This design comes from an exercise in tuning for small area, a short achievable clock period and few clock cycles on the open sky130 flow, not from production work. Only simulation tests tie the RTL to the original design; equivalence was not proved. Power figures rest on the tool's default switching activity, not on a simulated workload.

==> design.v <==
module jscore_wtq (
    input  wire [7:0] idx,
    output wire       neg,
    output wire [6:0] mag
);
    reg [6:0] q;
    wire [5:0] k = idx[6] ? (6'd0 - idx[5:0]) : idx[5:0];
    always @(*) begin
        case (k)
            6'd0: q = 7'd0;
            6'd1: q = 7'd3;
            6'd2: q = 7'd6;
            6'd3: q = 7'd9;
            6'd4: q = 7'd12;
            6'd5: q = 7'd16;
            6'd6: q = 7'd19;
            6'd7: q = 7'd22;
            6'd8: q = 7'd25;
            6'd9: q = 7'd28;
            6'd10: q = 7'd31;
            6'd11: q = 7'd34;
            6'd12: q = 7'd37;
            6'd13: q = 7'd40;
            6'd14: q = 7'd43;
            6'd15: q = 7'd46;
            6'd16: q = 7'd49;
            6'd17: q = 7'd51;
            6'd18: q = 7'd54;
            6'd19: q = 7'd57;
            6'd20: q = 7'd60;
            6'd21: q = 7'd63;
            6'd22: q = 7'd65;
            6'd23: q = 7'd68;
            6'd24: q = 7'd71;
            6'd25: q = 7'd73;
            6'd26: q = 7'd76;
            6'd27: q = 7'd78;
            6'd28: q = 7'd81;
            6'd29: q = 7'd83;
            6'd30: q = 7'd85;
            6'd31: q = 7'd88;
            6'd32: q = 7'd90;
            6'd33: q = 7'd92;
            6'd34: q = 7'd94;
            6'd35: q = 7'd96;
            6'd36: q = 7'd98;
            6'd37: q = 7'd100;
            6'd38: q = 7'd102;
            6'd39: q = 7'd104;
            6'd40: q = 7'd106;
            6'd41: q = 7'd107;
            6'd42: q = 7'd109;
            6'd43: q = 7'd111;
            6'd44: q = 7'd112;
            6'd45: q = 7'd113;
            6'd46: q = 7'd115;
            6'd47: q = 7'd116;
            6'd48: q = 7'd117;
            6'd49: q = 7'd118;
            6'd50: q = 7'd120;
            6'd51: q = 7'd121;
            6'd52: q = 7'd122;
            6'd53: q = 7'd122;
            6'd54: q = 7'd123;
            6'd55: q = 7'd124;
            6'd56: q = 7'd125;
            6'd57: q = 7'd125;
            6'd58: q = 7'd126;
            6'd59: q = 7'd126;
            6'd60: q = 7'd126;
            6'd61: q = 7'd127;
            6'd62: q = 7'd127;
            6'd63: q = 7'd127;
            default: q = 7'd0;
        endcase
    end
    assign mag = (idx[6] && idx[5:0] == 6'd0) ? 7'd127 : q;
    assign neg = idx[7];
endmodule
module jscore_wt (
    input  wire [7:0] idx,
    output wire [7:0] val
);
    wire       n;
    wire [6:0] m;
    jscore_wtq u_q (.idx(idx), .neg(n), .mag(m));
    assign val = n ? (8'd0 - {1'b0, m}) : {1'b0, m};
endmodule
module jscore_pt (
    input  wire [6:0]  idx,
    output reg  [22:0] val
);
    always @(*) begin
        case (idx)
            7'd0: val = 23'h000b2a;
            7'd1: val = 23'h000bd4;
            7'd2: val = 23'h000c88;
            7'd3: val = 23'h000d46;
            7'd4: val = 23'h000e10;
            7'd5: val = 23'h000ee7;
            7'd6: val = 23'h000fc9;
            7'd7: val = 23'h0010ba;
            7'd8: val = 23'h0011b8;
            7'd9: val = 23'h0012c6;
            7'd10: val = 23'h0013e4;
            7'd11: val = 23'h001513;
            7'd12: val = 23'h001653;
            7'd13: val = 23'h0017a7;
            7'd14: val = 23'h00190f;
            7'd15: val = 23'h001a8d;
            7'd16: val = 23'h001c21;
            7'd17: val = 23'h001dcd;
            7'd18: val = 23'h001f93;
            7'd19: val = 23'h002173;
            7'd20: val = 23'h002370;
            7'd21: val = 23'h00258c;
            7'd22: val = 23'h0027c8;
            7'd23: val = 23'h002a25;
            7'd24: val = 23'h002ca7;
            7'd25: val = 23'h002f4e;
            7'd26: val = 23'h00321e;
            7'd27: val = 23'h003519;
            7'd28: val = 23'h003842;
            7'd29: val = 23'h003b9a;
            7'd30: val = 23'h003f25;
            7'd31: val = 23'h0042e7;
            7'd32: val = 23'h0046e1;
            7'd33: val = 23'h004b18;
            7'd34: val = 23'h004f8f;
            7'd35: val = 23'h00544a;
            7'd36: val = 23'h00594d;
            7'd37: val = 23'h005e9d;
            7'd38: val = 23'h00643d;
            7'd39: val = 23'h006a33;
            7'd40: val = 23'h007083;
            7'd41: val = 23'h007734;
            7'd42: val = 23'h007e4b;
            7'd43: val = 23'h0085cd;
            7'd44: val = 23'h008dc2;
            7'd45: val = 23'h009630;
            7'd46: val = 23'h009f1e;
            7'd47: val = 23'h00a894;
            7'd48: val = 23'h00b29a;
            7'd49: val = 23'h00bd39;
            7'd50: val = 23'h00c87a;
            7'd51: val = 23'h00d465;
            7'd52: val = 23'h00e107;
            7'd53: val = 23'h00ee68;
            7'd54: val = 23'h00fc95;
            7'd55: val = 23'h010b9a;
            7'd56: val = 23'h011b84;
            7'd57: val = 23'h012c60;
            7'd58: val = 23'h013e3c;
            7'd59: val = 23'h015128;
            7'd60: val = 23'h016535;
            7'd61: val = 23'h017a72;
            7'd62: val = 23'h0190f3;
            7'd63: val = 23'h01a8cb;
            7'd64: val = 23'h01c20d;
            7'd65: val = 23'h01dcd0;
            7'd66: val = 23'h01f92a;
            7'd67: val = 23'h021734;
            7'd68: val = 23'h023708;
            7'd69: val = 23'h0258bf;
            7'd70: val = 23'h027c78;
            7'd71: val = 23'h02a251;
            7'd72: val = 23'h02ca6a;
            7'd73: val = 23'h02f4e5;
            7'd74: val = 23'h0321e7;
            7'd75: val = 23'h035196;
            7'd76: val = 23'h03841a;
            7'd77: val = 23'h03b9a0;
            7'd78: val = 23'h03f255;
            7'd79: val = 23'h042e69;
            7'd80: val = 23'h046e0f;
            7'd81: val = 23'h04b17e;
            7'd82: val = 23'h04f8f0;
            7'd83: val = 23'h0544a1;
            7'd84: val = 23'h0594d3;
            7'd85: val = 23'h05e9c9;
            7'd86: val = 23'h0643cd;
            7'd87: val = 23'h06a32b;
            7'd88: val = 23'h070835;
            7'd89: val = 23'h077340;
            7'd90: val = 23'h07e4aa;
            7'd91: val = 23'h085cd1;
            7'd92: val = 23'h08dc1e;
            7'd93: val = 23'h0962fd;
            7'd94: val = 23'h09f1e0;
            7'd95: val = 23'h0a8943;
            7'd96: val = 23'h0b29a6;
            7'd97: val = 23'h0bd393;
            7'd98: val = 23'h0c879a;
            7'd99: val = 23'h0d4656;
            7'd100: val = 23'h0e1069;
            7'd101: val = 23'h0ee681;
            7'd102: val = 23'h0fc953;
            7'd103: val = 23'h10b9a3;
            7'd104: val = 23'h11b83c;
            7'd105: val = 23'h12c5f9;
            7'd106: val = 23'h13e3c0;
            7'd107: val = 23'h151286;
            7'd108: val = 23'h16534c;
            7'd109: val = 23'h17a726;
            7'd110: val = 23'h190f34;
            7'd111: val = 23'h1a8cac;
            7'd112: val = 23'h1c20d3;
            7'd113: val = 23'h1dcd02;
            7'd114: val = 23'h1f92a7;
            7'd115: val = 23'h217345;
            7'd116: val = 23'h237078;
            7'd117: val = 23'h258bf2;
            7'd118: val = 23'h27c781;
            7'd119: val = 23'h2a250c;
            7'd120: val = 23'h2ca698;
            7'd121: val = 23'h2f4e4b;
            7'd122: val = 23'h321e69;
            7'd123: val = 23'h351958;
            7'd124: val = 23'h3841a6;
            7'd125: val = 23'h3b9a04;
            7'd126: val = 23'h3f254e;
            7'd127: val = 23'h42e68b;
            default: val = 23'h000000;
        endcase
    end
endmodule
module jscore_ptd (
    input  wire [6:0]  idx,
    output reg  [17:0] val
);
    always @(*) begin
        case (idx)
            7'd0: val = 18'h000aa;
            7'd1: val = 18'h000b4;
            7'd2: val = 18'h000be;
            7'd3: val = 18'h000ca;
            7'd4: val = 18'h000d7;
            7'd5: val = 18'h000e2;
            7'd6: val = 18'h000f1;
            7'd7: val = 18'h000fe;
            7'd8: val = 18'h0010e;
            7'd9: val = 18'h0011e;
            7'd10: val = 18'h0012f;
            7'd11: val = 18'h00140;
            7'd12: val = 18'h00154;
            7'd13: val = 18'h00168;
            7'd14: val = 18'h0017e;
            7'd15: val = 18'h00194;
            7'd16: val = 18'h001ac;
            7'd17: val = 18'h001c6;
            7'd18: val = 18'h001e0;
            7'd19: val = 18'h001fd;
            7'd20: val = 18'h0021c;
            7'd21: val = 18'h0023c;
            7'd22: val = 18'h0025d;
            7'd23: val = 18'h00282;
            7'd24: val = 18'h002a7;
            7'd25: val = 18'h002d0;
            7'd26: val = 18'h002fb;
            7'd27: val = 18'h00329;
            7'd28: val = 18'h00358;
            7'd29: val = 18'h0038b;
            7'd30: val = 18'h003c2;
            7'd31: val = 18'h003fa;
            7'd32: val = 18'h00437;
            7'd33: val = 18'h00477;
            7'd34: val = 18'h004bb;
            7'd35: val = 18'h00503;
            7'd36: val = 18'h00550;
            7'd37: val = 18'h005a0;
            7'd38: val = 18'h005f6;
            7'd39: val = 18'h00650;
            7'd40: val = 18'h006b1;
            7'd41: val = 18'h00717;
            7'd42: val = 18'h00782;
            7'd43: val = 18'h007f5;
            7'd44: val = 18'h0086e;
            7'd45: val = 18'h008ee;
            7'd46: val = 18'h00976;
            7'd47: val = 18'h00a06;
            7'd48: val = 18'h00a9f;
            7'd49: val = 18'h00b41;
            7'd50: val = 18'h00beb;
            7'd51: val = 18'h00ca2;
            7'd52: val = 18'h00d61;
            7'd53: val = 18'h00e2d;
            7'd54: val = 18'h00f05;
            7'd55: val = 18'h00fea;
            7'd56: val = 18'h010dc;
            7'd57: val = 18'h011dc;
            7'd58: val = 18'h012ec;
            7'd59: val = 18'h0140d;
            7'd60: val = 18'h0153d;
            7'd61: val = 18'h01681;
            7'd62: val = 18'h017d8;
            7'd63: val = 18'h01942;
            7'd64: val = 18'h01ac3;
            7'd65: val = 18'h01c5a;
            7'd66: val = 18'h01e0a;
            7'd67: val = 18'h01fd4;
            7'd68: val = 18'h021b7;
            7'd69: val = 18'h023b9;
            7'd70: val = 18'h025d9;
            7'd71: val = 18'h02819;
            7'd72: val = 18'h02a7b;
            7'd73: val = 18'h02d02;
            7'd74: val = 18'h02faf;
            7'd75: val = 18'h03284;
            7'd76: val = 18'h03586;
            7'd77: val = 18'h038b5;
            7'd78: val = 18'h03c14;
            7'd79: val = 18'h03fa6;
            7'd80: val = 18'h0436f;
            7'd81: val = 18'h04772;
            7'd82: val = 18'h04bb1;
            7'd83: val = 18'h05032;
            7'd84: val = 18'h054f6;
            7'd85: val = 18'h05a04;
            7'd86: val = 18'h05f5e;
            7'd87: val = 18'h0650a;
            7'd88: val = 18'h06b0b;
            7'd89: val = 18'h0716a;
            7'd90: val = 18'h07827;
            7'd91: val = 18'h07f4d;
            7'd92: val = 18'h086df;
            7'd93: val = 18'h08ee3;
            7'd94: val = 18'h09763;
            7'd95: val = 18'h0a063;
            7'd96: val = 18'h0a9ed;
            7'd97: val = 18'h0b407;
            7'd98: val = 18'h0bebc;
            7'd99: val = 18'h0ca13;
            7'd100: val = 18'h0d618;
            7'd101: val = 18'h0e2d2;
            7'd102: val = 18'h0f050;
            7'd103: val = 18'h0fe99;
            7'd104: val = 18'h10dbd;
            7'd105: val = 18'h11dc7;
            7'd106: val = 18'h12ec6;
            7'd107: val = 18'h140c6;
            7'd108: val = 18'h153da;
            7'd109: val = 18'h1680e;
            7'd110: val = 18'h17d78;
            7'd111: val = 18'h19427;
            7'd112: val = 18'h1ac2f;
            7'd113: val = 18'h1c5a5;
            7'd114: val = 18'h1e09e;
            7'd115: val = 18'h1fd33;
            7'd116: val = 18'h21b7a;
            7'd117: val = 18'h23b8f;
            7'd118: val = 18'h25d8b;
            7'd119: val = 18'h2818c;
            7'd120: val = 18'h2a7b3;
            7'd121: val = 18'h2d01e;
            7'd122: val = 18'h2faef;
            7'd123: val = 18'h3284e;
            7'd124: val = 18'h3585e;
            7'd125: val = 18'h38b4a;
            7'd126: val = 18'h3c13d;
            default: val = 18'h00000;
        endcase
    end
endmodule
module jscore_recip (
    input  wire [3:0]  idx,
    output reg  [31:0] val
);
    always @(*) begin
        case (idx)
            4'd0: val = 32'h00010000;
            4'd1: val = 32'h00008000;
            4'd2: val = 32'h00005555;
            4'd3: val = 32'h00004000;
            4'd4: val = 32'h00003333;
            4'd5: val = 32'h00002aaa;
            4'd6: val = 32'h00002492;
            4'd7: val = 32'h00002000;
            4'd8: val = 32'h00001c71;
            default: val = 32'h00000000;
        endcase
    end
endmodule
module jscore (
    input  wire        clk,
    input  wire        rst,
    input  wire        req,
    input  wire        we,
    input  wire [2:0]  addr,
    input  wire [31:0] wdata,
    output wire        ready,
    output reg         rvalid,
    output wire [31:0] rdata
);
    localparam [2:0] PH_IDLE    = 3'd0;
    localparam [2:0] PH_ATTACK  = 3'd1;
    localparam [2:0] PH_DECAY   = 3'd2;
    localparam [2:0] PH_SUSTAIN = 3'd3;
    localparam [2:0] PH_RELEASE = 3'd4;
    localparam [3:0] S_IDLE = 4'd0;    
    localparam [3:0] S_EX   = 4'd1;    
    localparam [3:0] S_MA   = 4'd2;    
    localparam [3:0] S_MB   = 4'd3;    
    localparam [3:0] S_R1   = 4'd4;    
    localparam [3:0] S_R2   = 4'd5;    
    localparam [3:0] S_RF   = 4'd6;    
    localparam [3:0] S_TK   = 4'd7;    
    localparam [3:0] S_DN   = 4'd8;    
    reg [31:0] opa, opb, res;
    reg [2:0]  env_phase;
    reg        stale;
    reg        err;
    reg        dirty;            
    reg [31:0] freq;             
    reg [31:0] detune;
    reg [3:0]  unison;
    reg [3:0]  crush_d1;
    reg [3:0]  crush_d2;
    reg [31:0] inc   [1:8];
    reg [31:0] phase [0:8];
    reg        samp_n [0:8];     
    reg [6:0]  samp_m [0:8];     
    reg [16:0] env_level;        
    reg [16:0] env_gain;         
    reg [17:0] env_step;         
    reg [7:0]  env_atk;          
    reg [16:0] env_dec_tgt;      
    reg [31:0] cfg_attack, cfg_decay, cfg_release, cfg_esc;
    reg [16:0] cfg_sustain;      
    reg [3:0]  cfg_ishift;
    reg [31:0] sm_val   [0:7];
    reg [15:0] sm_alpha [0:7];   
    reg [3:0]  st;
    reg [31:0] cmd;
    reg        mc_r;             
    reg        tk_r;             
    reg [1:0]  rk;               
    reg [2:0]  rsel;             
    reg signed [32:0] mA;
    reg signed [17:0] mB;
    reg [31:0] mC;
    reg        mCl;              
    reg        cen;              
    reg [15:0] avg_r;            
    reg        pv;               
    wire [7:0]  op    = cmd[7:0];
    wire [3:0]  idx   = cmd[11:8];
    wire [3:0]  rsv   = cmd[15:12];
    wire [15:0] imm   = cmd[31:16];
    wire [7:0]  regno = cmd[23:16];
    wire [4:0] status = {err, stale, env_phase};
    wire need_more = mc_r | (tk_r & ((stale & dirty) | !pv));
    assign ready = (st == S_IDLE) | ((st == S_EX) & !need_more) |
                   (st == S_MA) | (st == S_TK) | (st == S_DN);
    wire acc     = req & ready;
    wire acc_cmd = acc & we & (addr == 3'd0);
    assign rdata = ({32{rsel == 3'd1}} & opa) |
                   ({32{rsel == 3'd2}} & opb) |
                   ({32{rsel == 3'd3}} & res) |
                   {27'd0, {5{rsel == 3'd4}} & status};
    wire [7:0] wop = wdata[7:0];
    wire w_mc = ((wop[7:4] == 4'h1) && !wop[2]) || (wop == 8'h20) || (wop == 8'h30) ||
                (wop == 8'h34) || (wop == 8'h61);
    wire w_tk = (wop == 8'h41);
    wire [22:0] pt_v0;
    wire [17:0] pt_d;
    wire [31:0] recip_cur;
    wire [6:0]  pt_i;
    jscore_pt    u_pt    (.idx(pt_i), .val(pt_v0));
    jscore_ptd   u_ptd   (.idx(pt_i), .val(pt_d));
    jscore_recip u_recip (.idx(unison), .val(recip_cur));
    wire is_nop      = (op == 8'h00);
    wire is_mul      = (op[7:4] == 4'h1) && !op[2];
    wire is_smooth   = (op == 8'h20);
    wire is_setnote  = (op == 8'h30);
    wire is_setdet   = (op == 8'h31);
    wire is_setuni   = (op == 8'h32);
    wire is_setbc    = (op == 8'h33);
    wire is_noteon   = (op == 8'h34);
    wire is_noteoff  = (op == 8'h35);
    wire is_envupd   = (op == 8'h40);
    wire is_tick     = (op == 8'h41);
    wire is_rdreg    = (op == 8'h50);
    wire is_wrreg    = (op == 8'h51);
    wire is_crush    = (op == 8'h60);
    wire is_mixclip  = (op == 8'h61);
    wire op_known = is_nop | is_mul | is_smooth | is_setnote | is_setdet | is_setuni |
                    is_setbc | is_noteon | is_noteoff | is_envupd | is_tick |
                    is_rdreg | is_wrreg | is_crush | is_mixclip;
    wire [31:0] env_atk_tgt32 = {15'd0, env_atk, 9'd0};
    wire [31:0] env_step32    = {{14{env_step[17]}}, env_step};
    reg        rd_ok;
    reg [31:0] rd_val;
    always @(*) begin
        rd_ok  = 1'b1;
        rd_val = 32'd0;
        case (regno)
            8'h00: rd_val = {27'd0, status};
            8'h01: rd_val = freq;
            8'h02: rd_val = detune;
            8'h03: rd_val = {28'd0, unison};
            8'h04: rd_val = {20'd0, crush_d2, 4'd0, crush_d1};
            8'h08: rd_val = {15'd0, env_level};
            8'h09: rd_val = {15'd0, env_gain};
            8'h0A: rd_val = env_step32;
            8'h0B: rd_val = env_atk_tgt32;
            8'h0C: rd_val = {15'd0, env_dec_tgt};
            8'h10: rd_val = cfg_attack;
            8'h11: rd_val = cfg_decay;
            8'h12: rd_val = {15'd0, cfg_sustain};
            8'h13: rd_val = cfg_release;
            8'h14: rd_val = cfg_esc;
            8'h15: rd_val = {28'd0, cfg_ishift};
            8'h20, 8'h21, 8'h22, 8'h23, 8'h24, 8'h25, 8'h26, 8'h27:
                   rd_val = sm_val[regno[2:0]];
            8'h30, 8'h31, 8'h32, 8'h33, 8'h34, 8'h35, 8'h36, 8'h37:
                   rd_val = {16'd0, sm_alpha[regno[2:0]]};
            8'h41, 8'h42, 8'h43, 8'h44, 8'h45, 8'h46, 8'h47, 8'h48:
                   rd_val = inc[regno[3:0]];
            8'h50, 8'h51, 8'h52, 8'h53, 8'h54, 8'h55, 8'h56, 8'h57, 8'h58:
                   rd_val = phase[regno[3:0]];
            default: rd_ok = 1'b0;
        endcase
    end
    wire wr_ok = (regno == 8'h00) || (regno >= 8'h10 && regno <= 8'h15) ||
                 (regno >= 8'h20 && regno <= 8'h27) ||
                 (regno >= 8'h30 && regno <= 8'h37);
    wire illegal = (rsv != 4'd0) || !op_known ||
                   ((is_rdreg || is_wrreg) && imm[15:8] != 8'd0) ||
                   (is_smooth && idx[3]) ||
                   (is_rdreg && !rd_ok) ||
                   (is_wrreg && !wr_ok);
    wire signed [47:0] m_prod = mA * mB;
    wire        [47:0] m_add  = cen ? {mC, {16{mCl}}} : 48'd0;
    wire        [47:0] m_s    = m_prod + m_add;
    wire        [31:0] m_hi   = m_s[47:16];
    wire        [31:0] m_lo   = m_s[31:0];
    wire        mul_fast   = op[3];
    wire [1:0]  mul_fmt    = op[1:0];
    wire        mul_signed = mul_fmt[1];
    wire        mul_wide   = (mul_fmt == 2'b01) || (mul_fmt == 2'b10);
    wire [32:0] mw_a  = {mul_signed & opa[31], opa};
    wire [32:0] mw_b  = {mul_signed & opb[31], opb};
    wire [16:0] mn_a  = {mul_signed & opa[15], opa[15:0]};
    wire [16:0] mn_b  = {mul_signed & opb[15], opb[15:0]};
    wire [24:0] mwf_a = mw_a[32:8];          
    wire [24:0] mwf_b = mw_b[32:8];
    wire [12:0] mnf_a = mn_a[16:4];          
    wire [12:0] mnf_b = mn_b[16:4];
    wire [31:0] sm_prev = sm_val[idx[2:0]];
    wire [32:0] sm_d    = {1'b0, sm_prev} - {1'b0, opa};
    wire [6:0]         sn_note = (imm > 16'd127) ? 7'd127 : imm[6:0];
    wire signed [17:0] sn_sum  = $signed({3'b000, sn_note, 8'h00}) + $signed({{2{opa[15]}}, opa[15:0]});
    wire [14:0]        sn_p    = sn_sum[17] ? 15'd0 :
                                 (sn_sum > 18'sd32512) ? 15'h7F00 : sn_sum[14:0];
    assign pt_i = sn_p[14:8];
    wire [6:0]  no_v   = (imm > 16'd127) ? 7'd127 : imm[6:0];
    wire        no_max = (no_v == 7'd127);
    wire [17:0] no_vg  = no_max ? 18'h10000 : {2'b00, no_v, 9'd0};
    wire [3:0]  su_n   = (imm > 16'd8) ? 4'd8 : imm[3:0];
    wire [7:0]  bc_v   = (imm > 16'd255) ? 8'd255 : imm[7:0];
    wire [7:0]  bc_lo  = (bc_v > 8'd128) ? 8'd128 : bc_v;
    wire [7:0]  bc_hi  = (bc_v > 8'd128) ? (bc_v - 8'd128) : 8'd0;
    wire [8:0]  rh = recip_cur[16:8];
    wire [31:0] mc_avg = m_lo;
    wire [15:0] mc_res = ($signed(mc_avg) > 32'sd32767)  ? 16'h7FFF :
                         ($signed(mc_avg) < -32'sd32768) ? 16'h8000 : mc_avg[15:0];
    reg  [2:0]  eu_phase;
    reg  [16:0] eu_level;
    wire [16:0] env_atk_tgt = {env_atk, 9'd0};
    wire [32:0] eu_atk_sum = {16'd0, env_level} + {1'b0, cfg_attack};
    wire [32:0] eu_dec_sum = {16'd0, env_dec_tgt} + {1'b0, cfg_decay};
    always @(*) begin
        eu_phase = env_phase;
        eu_level = env_level;
        case (env_phase)
            PH_IDLE: eu_level = 17'd0;
            PH_ATTACK:
                if (eu_atk_sum >= {16'd0, env_atk_tgt}) begin
                    eu_phase = PH_DECAY;
                    eu_level = env_atk_tgt;
                end else begin
                    eu_level = eu_atk_sum[16:0];
                end
            PH_DECAY:
                if ({16'd0, env_level} <= eu_dec_sum) begin
                    eu_phase = PH_SUSTAIN;
                    eu_level = env_dec_tgt;
                end else begin
                    eu_level = env_level - cfg_decay[16:0];
                end
            PH_SUSTAIN: eu_level = env_dec_tgt;
            PH_RELEASE:
                if ({15'd0, env_level} <= cfg_release) begin
                    eu_phase = PH_IDLE;
                    eu_level = 17'd0;
                end else begin
                    eu_level = env_level - cfg_release[16:0];
                end
            default: ;
        endcase
    end
    wire signed [17:0] eu_diff = $signed({1'b0, eu_level}) - $signed({1'b0, env_gain});
    wire signed [17:0] eu_step = eu_diff >>> cfg_ishift;
    function [15:0] crush_fn;
        input [15:0] x;
        input [3:0]  d1;
        input [3:0]  d2;
        reg signed [15:0] q1, q2;
        reg signed [16:0] s;
        begin
            q1 = ($signed(x) >>> d1) <<< d1;
            q2 = ($signed(x) >>> d2) <<< d2;
            s  = q1 + q2;
            crush_fn = s[16:1];
        end
    endfunction
    wire [15:0] cr_in  = is_crush ? opa[15:0] : avg_r;
    wire [15:0] cr_res = crush_fn(cr_in, crush_d1, crush_d2);
    wire signed [7:0]  mx_ch = cr_res[15:8];
    wire signed [9:0]  mx_gh = {1'b0, env_gain[16:8]};
    wire signed [17:0] mx_y  = mx_ch * mx_gh;
    wire signed [18:0] en_sum = $signed({2'b00, env_gain}) + $signed({env_step[17], env_step});
    wire signed [18:0] en_lvl = $signed({2'b00, env_level});
    reg  [16:0] en_gain;
    always @(*) begin
        en_gain = env_gain;
        if (!env_step[17] && env_step != 18'd0)
            en_gain = (en_sum < en_lvl) ? en_sum[16:0] : env_level;
        else if (env_step[17])
            en_gain = (en_sum > en_lvl) ? en_sum[16:0] : env_level;
    end
    wire [31:0] nph   [0:8];
    wire        nph_n [0:8];
    wire [6:0]  nph_m [0:8];
    genvar gj;
    generate
        for (gj = 0; gj <= 8; gj = gj + 1) begin : g_osc
            if (gj == 0) begin : g0
                assign nph[gj] = phase[gj] + freq;
            end else begin : gn
                assign nph[gj] = phase[gj] + inc[gj];
            end
            jscore_wtq u_wtq (.idx(nph[gj][23:16]), .neg(nph_n[gj]), .mag(nph_m[gj]));
        end
    endgenerate
    reg signed [11:0] ps_sum;
    integer j;
    always @(*) begin
        ps_sum = 12'sd0;
        for (j = 0; j <= 8; j = j + 1) begin
            if (j <= unison) begin
                if (samp_n[j])
                    ps_sum = ps_sum + {5'h1F, ~samp_m[j]} + 12'sd1;
                else
                    ps_sum = ps_sum + {5'h00, samp_m[j]};
            end
        end
    end
    wire signed [20:0] ps_avg = ps_sum * $signed({1'b0, rh});
    wire [31:0] rc_y = (rk == 2'd0) ? detune : cfg_esc;
    wire tick_now = ((st == S_EX) && !illegal && is_tick && !(stale && dirty) && pv) ||
                    (st == S_TK);
    wire uni_chg  = (st == S_EX) && !illegal && is_setuni && (su_n != unison);
    integer i;
    always @(posedge clk) begin
        if (rst) begin
            st          <= S_IDLE;
            cmd         <= 32'd0;
            mc_r        <= 1'b0;
            tk_r        <= 1'b0;
            rk          <= 2'd0;
            rsel        <= 3'd0;
            rvalid      <= 1'b0;
            mA          <= 33'd0;
            mB          <= 18'd0;
            mC          <= 32'd0;
            mCl         <= 1'b0;
            cen         <= 1'b0;
            avg_r       <= 16'd0;
            pv          <= 1'b1;
            opa         <= 32'd0;
            opb         <= 32'd0;
            res         <= 32'd0;
            env_phase   <= PH_IDLE;
            stale       <= 1'b1;
            err         <= 1'b0;
            dirty       <= 1'b0;
            freq        <= 32'd0;
            detune      <= 32'd0;
            unison      <= 4'd0;
            crush_d1    <= 4'd0;
            crush_d2    <= 4'd0;
            env_level   <= 17'd0;
            env_gain    <= 17'd0;
            env_step    <= 18'd0;
            env_atk     <= 8'd0;
            env_dec_tgt <= 17'd0;
            cfg_attack  <= 32'd0;
            cfg_decay   <= 32'd0;
            cfg_sustain <= 17'd0;
            cfg_release <= 32'd0;
            cfg_esc     <= 32'h0001_0CCD;
            cfg_ishift  <= 4'd0;
            for (i = 1; i <= 8; i = i + 1)
                inc[i] <= 32'd0;
            for (i = 0; i <= 8; i = i + 1) begin
                phase[i]  <= 32'd0;
                samp_n[i] <= 1'b0;
                samp_m[i] <= 7'd0;
            end
            for (i = 0; i < 8; i = i + 1) begin
                sm_val[i]   <= 32'd0;
                sm_alpha[i] <= 16'd0;
            end
        end else begin
            avg_r <= ps_avg[15:0];
            pv    <= !(tick_now || uni_chg);
            rvalid <= acc & !we;
            if (acc & !we)
                rsel <= (addr == 3'd1 || addr == 3'd2 || addr == 3'd3 || addr == 3'd4) ? addr : 3'd0;
            if (acc & we & (addr == 3'd1)) opa <= wdata;
            if (acc & we & (addr == 3'd2)) opb <= wdata;
            st <= S_IDLE;
            case (st)
                S_EX: begin
                    if (illegal) begin
                        err <= 1'b1;
                        if (mc_r) st <= S_DN;
                    end else if (is_mul) begin
                        cen <= 1'b0;
                        if (mul_wide) begin
                            mA <= mul_fast ? {{8{mwf_a[24]}}, mwf_a} : mw_a;
                            mB <= mul_fast ? {{9{mwf_b[24]}}, mwf_b[24:16]} : {mw_b[32], mw_b[32:16]};
                            st <= S_MB;
                        end else begin
                            mA <= mul_fast ? {{4{mnf_a[12]}}, mnf_a, 16'd0} : {{8{mn_a[16]}}, mn_a, 8'd0};
                            mB <= mul_fast ? {{5{mnf_b[12]}}, mnf_b} : {mn_b[16], mn_b};
                            st <= S_MA;
                        end
                    end else if (is_smooth) begin
                        mA  <= sm_d;
                        mB  <= {2'b00, sm_alpha[idx[2:0]]};
                        mC  <= opa;
                        mCl <= sm_d[32];
                        cen <= 1'b1;
                        st  <= S_MA;
                    end else if (is_setnote) begin
                        mA  <= {15'd0, pt_d};
                        mB  <= {2'b00, sn_p[7:0], 8'd0};
                        mC  <= {9'd0, pt_v0};
                        mCl <= 1'b0;
                        cen <= 1'b1;
                        st  <= S_MA;
                    end else if (is_setdet) begin
                        if (opa != detune) begin
                            detune <= opa;
                            stale  <= 1'b1;
                            dirty  <= 1'b1;
                        end
                    end else if (is_setuni) begin
                        if (su_n != unison) begin
                            unison <= su_n;
                            stale  <= 1'b1;
                        end
                    end else if (is_setbc) begin
                        crush_d1 <= bc_lo[7:4];
                        crush_d2 <= bc_hi[7:4];
                    end else if (is_noteon) begin
                        mA  <= {16'd0, cfg_sustain};
                        mB  <= no_vg;
                        cen <= 1'b0;
                        env_atk   <= no_vg[16:9];
                        env_phase <= PH_ATTACK;
                        st  <= S_MA;
                    end else if (is_noteoff) begin
                        if (env_phase != PH_IDLE)
                            env_phase <= PH_RELEASE;
                    end else if (is_envupd) begin
                        env_phase <= eu_phase;
                        env_level <= eu_level;
                        env_step  <= eu_step;
                    end else if (is_tick) begin
                        if (stale && dirty) begin
                            mA  <= {9'd0, freq[31:8]};
                            mB  <= {10'd0, detune[31:24]};
                            cen <= 1'b0;
                            rk  <= 2'd0;
                            st  <= S_R1;
                        end else begin
                            stale <= 1'b0;
                            if (!pv) st <= S_TK;
                        end
                    end else if (is_rdreg) begin
                        res <= rd_val;
                    end else if (is_wrreg) begin
                        case (regno)
                            8'h00: if (opa[4]) err <= 1'b0;
                            8'h10: cfg_attack  <= opa;
                            8'h11: cfg_decay   <= opa;
                            8'h12: cfg_sustain <= (opa > 32'h0001_0000) ? 17'h10000 : opa[16:0];
                            8'h13: cfg_release <= opa;
                            8'h14: begin
                                cfg_esc <= opa;
                                stale   <= 1'b1;
                                dirty   <= 1'b1;
                            end
                            8'h15: cfg_ishift <= opa[3:0];
                            default: begin
                                if (regno[7:4] == 4'h2)
                                    sm_val[regno[2:0]] <= opa;
                                else
                                    sm_alpha[regno[2:0]] <= (opa > 32'h0000_FFFF) ? 16'hFFFF : opa[15:0];
                            end
                        endcase
                    end else if (is_crush) begin
                        res <= {{16{cr_res[15]}}, cr_res};
                    end else if (is_mixclip) begin
                        mA  <= {{9{opa[31]}}, opa[31:8]};
                        mB  <= {9'd0, rh};
                        cen <= 1'b0;
                        st  <= S_MA;
                    end
                end
                S_MB: begin
                    mB  <= mul_fast ? {2'b00, mwf_b[15:0]} : {2'b00, mw_b[15:0]};
                    mC  <= m_lo;
                    mCl <= 1'b0;
                    cen <= 1'b1;
                    st  <= S_MA;
                end
                S_MA: begin
                    if (is_mul) begin
                        if (mul_wide)
                            res <= mul_fast ? m_lo : m_hi;
                        else
                            res <= {{16{mul_signed & m_hi[15]}}, m_hi[15:0]};
                    end else if (is_smooth) begin
                        sm_val[idx[2:0]] <= m_hi;
                        res <= m_hi;
                    end else if (is_setnote) begin
                        if (m_hi != freq) begin
                            freq  <= m_hi;
                            stale <= 1'b1;
                            dirty <= 1'b1;
                        end
                    end else if (is_noteon) begin
                        env_dec_tgt <= m_hi[16:0];
                    end else if (is_mixclip) begin
                        res <= {{16{mc_res[15]}}, mc_res};
                    end
                end
                S_R1: begin
                    if (rk != 2'd0) begin
                        inc[{rk, 1'b0} - 4'd1] <= freq + mC;
                        inc[{rk, 1'b0}]        <= freq - mC;
                    end
                    mB  <= {2'b00, rc_y[23:8]};
                    mC  <= m_lo;
                    mCl <= 1'b0;
                    cen <= 1'b1;
                    st  <= S_R2;
                end
                S_R2: begin
                    mC  <= m_lo;
                    cen <= 1'b0;
                    mA  <= {9'd0, m_lo[31:8]};
                    mB  <= {10'd0, cfg_esc[31:24]};
                    rk  <= rk + 2'd1;
                    st  <= (rk == 2'd3) ? S_RF : S_R1;
                end
                S_RF: begin
                    inc[7] <= freq + mC;
                    inc[8] <= freq - mC;
                    stale  <= 1'b0;
                    dirty  <= 1'b0;
                    st     <= S_TK;
                end
                default: ;
            endcase
            if (tick_now) begin
                for (i = 0; i <= 8; i = i + 1) begin
                    if (i <= unison) begin
                        phase[i]  <= nph[i];
                        samp_n[i] <= nph_n[i];
                        samp_m[i] <= nph_m[i];
                    end
                end
                res      <= {{14{mx_y[17]}}, mx_y};
                env_gain <= en_gain;
            end
            if (acc_cmd) begin
                cmd  <= wdata;
                mc_r <= w_mc;
                tk_r <= w_tk;
                st   <= S_EX;
            end
        end
    end
endmodule
==> run.sh <==
#!/bin/bash
# synth_recipe.tcl (not shown) runs the flow's synth.tcl, then flattens the netlist and writes it again
# the make line also repeats each setting of config.mk as NAME=value (left out here)
make -C /OpenROAD-flow-scripts/flow DESIGN_CONFIG=/design/flow/config.mk WORK_HOME=/design/flow/orfs CLKGATE_MAP_FILE= SYNTH_SCRIPT=/design/flow/synth_recipe.tcl finish
==> config.mk <==
export PLATFORM = sky130hd
export DESIGN_NAME = jscore
export DESIGN_NICKNAME = jscore
export VERILOG_FILES = /design/flow/design.v
export SDC_FILE = /design/flow/constraint.sdc
export NUM_CORES = 8
export LEC_CHECK = 0
export CAP_MARGIN = 20
export CORE_MARGIN = 2
export CORE_UTILIZATION = 40
export SLEW_MARGIN = 20
==> constraint.sdc <==
create_clock -name core_clock -period 20.0 [get_ports {clk}]
set_input_delay 4.0000 -clock core_clock [delete_from_list [all_inputs] [get_ports {clk}]]
set_output_delay 4.0000 -clock core_clock [all_outputs]
set_load 0.01 [all_outputs]
==> summary.txt <==
## worst paths after layout
kind	start	to	slack, ns
worst max-delay path	unison[2]$_SDFFE_PP0P_	avg_r[15]$_SDFF_PP0_	2.16
worst min-delay path	cfg_esc[4]$_SDFFE_PP0P_	cfg_esc[4]$_SDFFE_PP0P_	0.45
worst max register to register	unison[2]$_SDFFE_PP0P_	avg_r[15]$_SDFF_PP0_	2.16
worst min register to register	cfg_esc[4]$_SDFFE_PP0P_	cfg_esc[4]$_SDFFE_PP0P_	0.45
## sequential cells by signal (all words and copies together), names as in the netlist, 33 cells and up, named ones only
register / cells
inc: 414
phase: 288
sm_val: 256
sm_alpha: 128
samp_m: 63
mA: 33
## per-layer routing
layer,vias up,GRT usage (%)
li1,61400,-
met1,70400,49.4
met2,8936,54.2
met3,2046,11.7
met4,44,26.2
met5,-,0
## power by group
| group | internal (mW) | switching (mW) |
|---|---|---|
| combinational | 0.301 | 0.776 |
| sequential | 3.71 | 0.0369 |
| clock | 2.37 | 1.78 |
| total | 6.38 | 2.59 |
## metrics by stage
stage	area, um2	power [mW]	std cells
finish	166000	8.97	22500
detailed placement	158000	4.83	22100
global route	166000	9.13	22500
global placement	158000	4.83	22100
CTS	166000	8.91	22500
floorplan	151000	4.41	17600
## cell usage in the layout (no fill, tap or decap), drive strengths merged, types with 266 or more instances in the layout
cell	synthesis	layout
nand2	2269	2269
nor2	1802	1802
a21oi	1505	1505
inv	1365	1373
ha	971	971
dfxtp	917	917
o21ai	833	833
edfxtp	798	798
fa	734	734
buf	110	565
xnor2	460	460
mux2i	362	362
nor3	325	325
and2	308	308
mux4	306	306
a211oi	297	297
clkbuf	1016	271
nand3	266	266
## worst max-delay path, delay by kind of cell (launching register included)
| family | cells | cell delay (ns) |
|---|---|---|
| muxes | 5 | 0.62 |
| buffers and inverters | 12 | 1.28 |
| xor gates and xnor gates | 3 | 0.76 |
| DFF | 1 | 0.30 |
| adders and majority gates | 13 | 5.83 |
| AOI/OAI and AO/OA | 25 | 6.71 |
| and+or+nand+nor | 11 | 2.08 |
## final cells by class
| cell class | instances | area [um2] |
|---|---|---|
| clock buffer | 267 | 5740 |
| sequential | 1715 | 42400 |
| clock inverter | 119 | 1450 |
| fill | 36900 | 209000 |
| antenna | 46 | 115 |
| multi-input combinational | 13400 | 99800 |
| tap | 4994 | 6250 |
| inverter | 1371 | 5150 |
| timing repair buffer | 640 | 5120 |
## cell families (layout without fill, tap and decap cells)
family,Yosys count,in the layout,synth area share (%)
other,1,78,0.00249
flip-flops,1715,1715,28.1
multiplexers,785,785,7.87
buffers and inverters,2497,2397,6.25
adder cells (fa/ha/maj),1710,1710,17.9
AO/OA/AOI/OAI,4476,4476,19.0
XOR/XNOR,683,683,4.23
AND/OR/NAND/NOR,5703,5703,16.6
==> summary.md <==
| Metric | Value |
|---|---|
| Outcome | no timing/DRC/antenna violations |
| Max stage delay on crit path | 0.88 ns |
| Gr usage total | 38.2% |
| Setup Buffers After CTS | 0 |
| Post_cts resized | 0 |
| F_max | 0.0560 GHz |
| Std cell rows | 225 |
| Routability cong. | 1.13 |
| Final setup viols | 0 |
| Hold path depth | 2 |
| DP HPWL | 566 mm |
| Critical Setup Path Class | reg2reg |
| Critical-path top delay cell | nor2_1 |
| Synth async-reset ratio | 0% |
| Setup WS post-layout | 2.16 ns |
| Top post-synthesis cells by area | edfxtp_1 16%, dfxtp_1 12%, fa_1 9.8%, ha_1 8.1%, nand2_1 5.7% |
| Vias in the first global route | 132000 |
| Slew at the pin closest to its max-slew limit | 1.41 ns |
| Max VDD drop | 0.0764 mV |
| Max clock buf depth | 4 |
| CTS Sinks | 1715 |
| ANT nets after route | 0 |
| Synthesized instance count | 17600 |
| CTS buffer count | 209 |
| R2R depth | 69 |
| Slew Viols, Final | 0 |
| Worst Skew | 0.152 ns |
| HP Class | reg2reg |
| Routed WL | 748 mm |
| CP required | 20.73 ns |
| Netlist area before placement | 150000 um2 |
| PwrDens | 54.0 nW/um2 |
| Initial antenna violation count | 87 |
| Yosys top cell by area | edfxtp_1 |
| Worst-Skew Late Latency | 1.02 ns |
| DRT iter0 DRCs | 21200 |
| CTS Hold Buffers Added | 0 |
| Largest net degree at the start of global routing | 175 |
| Fin crit period | 17.84 ns |
| Dominant synthesized flop cell | dfxtp_1 |
| Max-cap viol count | 0 |
| Avg Cell Area, Syn | 8.56 um2 |
| H-tree depth | 4 |
| Leakage | 63.4 nW |
| DRC viols | 0 |
| #FFs+latches synth | 1715 |
| Final setup TNS | 0 ns |
| Ports | 73 |
| Post-synth EDFFs | 798 |
| Total core area | 375000 um2 |
| DP Worst Slack | 2.25 ns |
| Hold_ws | 0.453 ns |
| DR top layer | met5 |
| 1st-pass router iterations | 10 |
| CTS tree | done |
| Rel. slew slack | 5.86% |
| Synth top area share | 15.9% |
| Most frequent cell after synthesis | nand2_1 |
| Most frequent cells after synthesis | 2269 x nand2_1, 1802 x nor2_1, 1504 x a21oi_1 |
| Layout area overhead | 10.3% |
| RSZ-0062 raised after global routing | false |
| Netlist cell types | 111 |
| PortBufs | 72 |
| Routed met1 length | 290 mm |
| Share of cells above drive strength 1 | 9.30% |
| Worst setup EP type | register |
| Fin crit share | 89.2% |
| Critical Path AT | 18.58 ns |
| Detail Route met3 WL | 92.0 mm |
| Gr ovfl total | 0 |
| Chip Height | 617 um |
| Yosys warns | 11 |
| First-pass GRT wire length | 1040 mm |
| Final Util | 44.3% |
| Via count | 143000 |
| Vias/cell | 6.34 |
| WL per Instance | 33.2 um |
| Clock Tree Root | clkbuf_16 |
| Initial core utilization | 40.1% |
| Crit Path Max Fanout | 12 |
| Met2 routed WL | 303 mm |
| Final count of hold timing violations | 0 |
| NumNets Final | 19100 |
| Seq/Total Area, Yosys | 28.1% |
| Worst setup SP type | register |
| Die area | 381000 um2 |
| CTS clk-pin slew, worst paths | 0.07 ns |
| Die X | 617 um |
Testbench counts, summed over its fixed seeds: cycles 18,766.

re-timing with driven ports:
The flow's constraints put no driver on any port. The routed layout listed below was extracted and timed again, unchanged, in two steps.
Step 1 assumes that a clkbuf_16 drives the clock port and a buf_2 every other input.
Step 2 adds t to the input delays and takes it off the output delays; t is the mean of the earliest and latest rising clock arrival at the registers after step 1. Input paths then give back, and output paths get back, about the clock's delay inside the block.
Three values: no drivers, after step 1, after step 2; two values: the first two.
t, ns: 1.046
slack for setup (ns): 2.157 / 2.157 / 2.157
hold WS [ns]: 0.453 / 0.453 / 0.453
worst data-port slew with drivers (ns): 0.15
cell pins on the clock port's net: 1
After both steps setup and hold are still met in this run. The setup slack of this run moves by 0.000 ns with the drivers and by 0.000 ns with both steps.
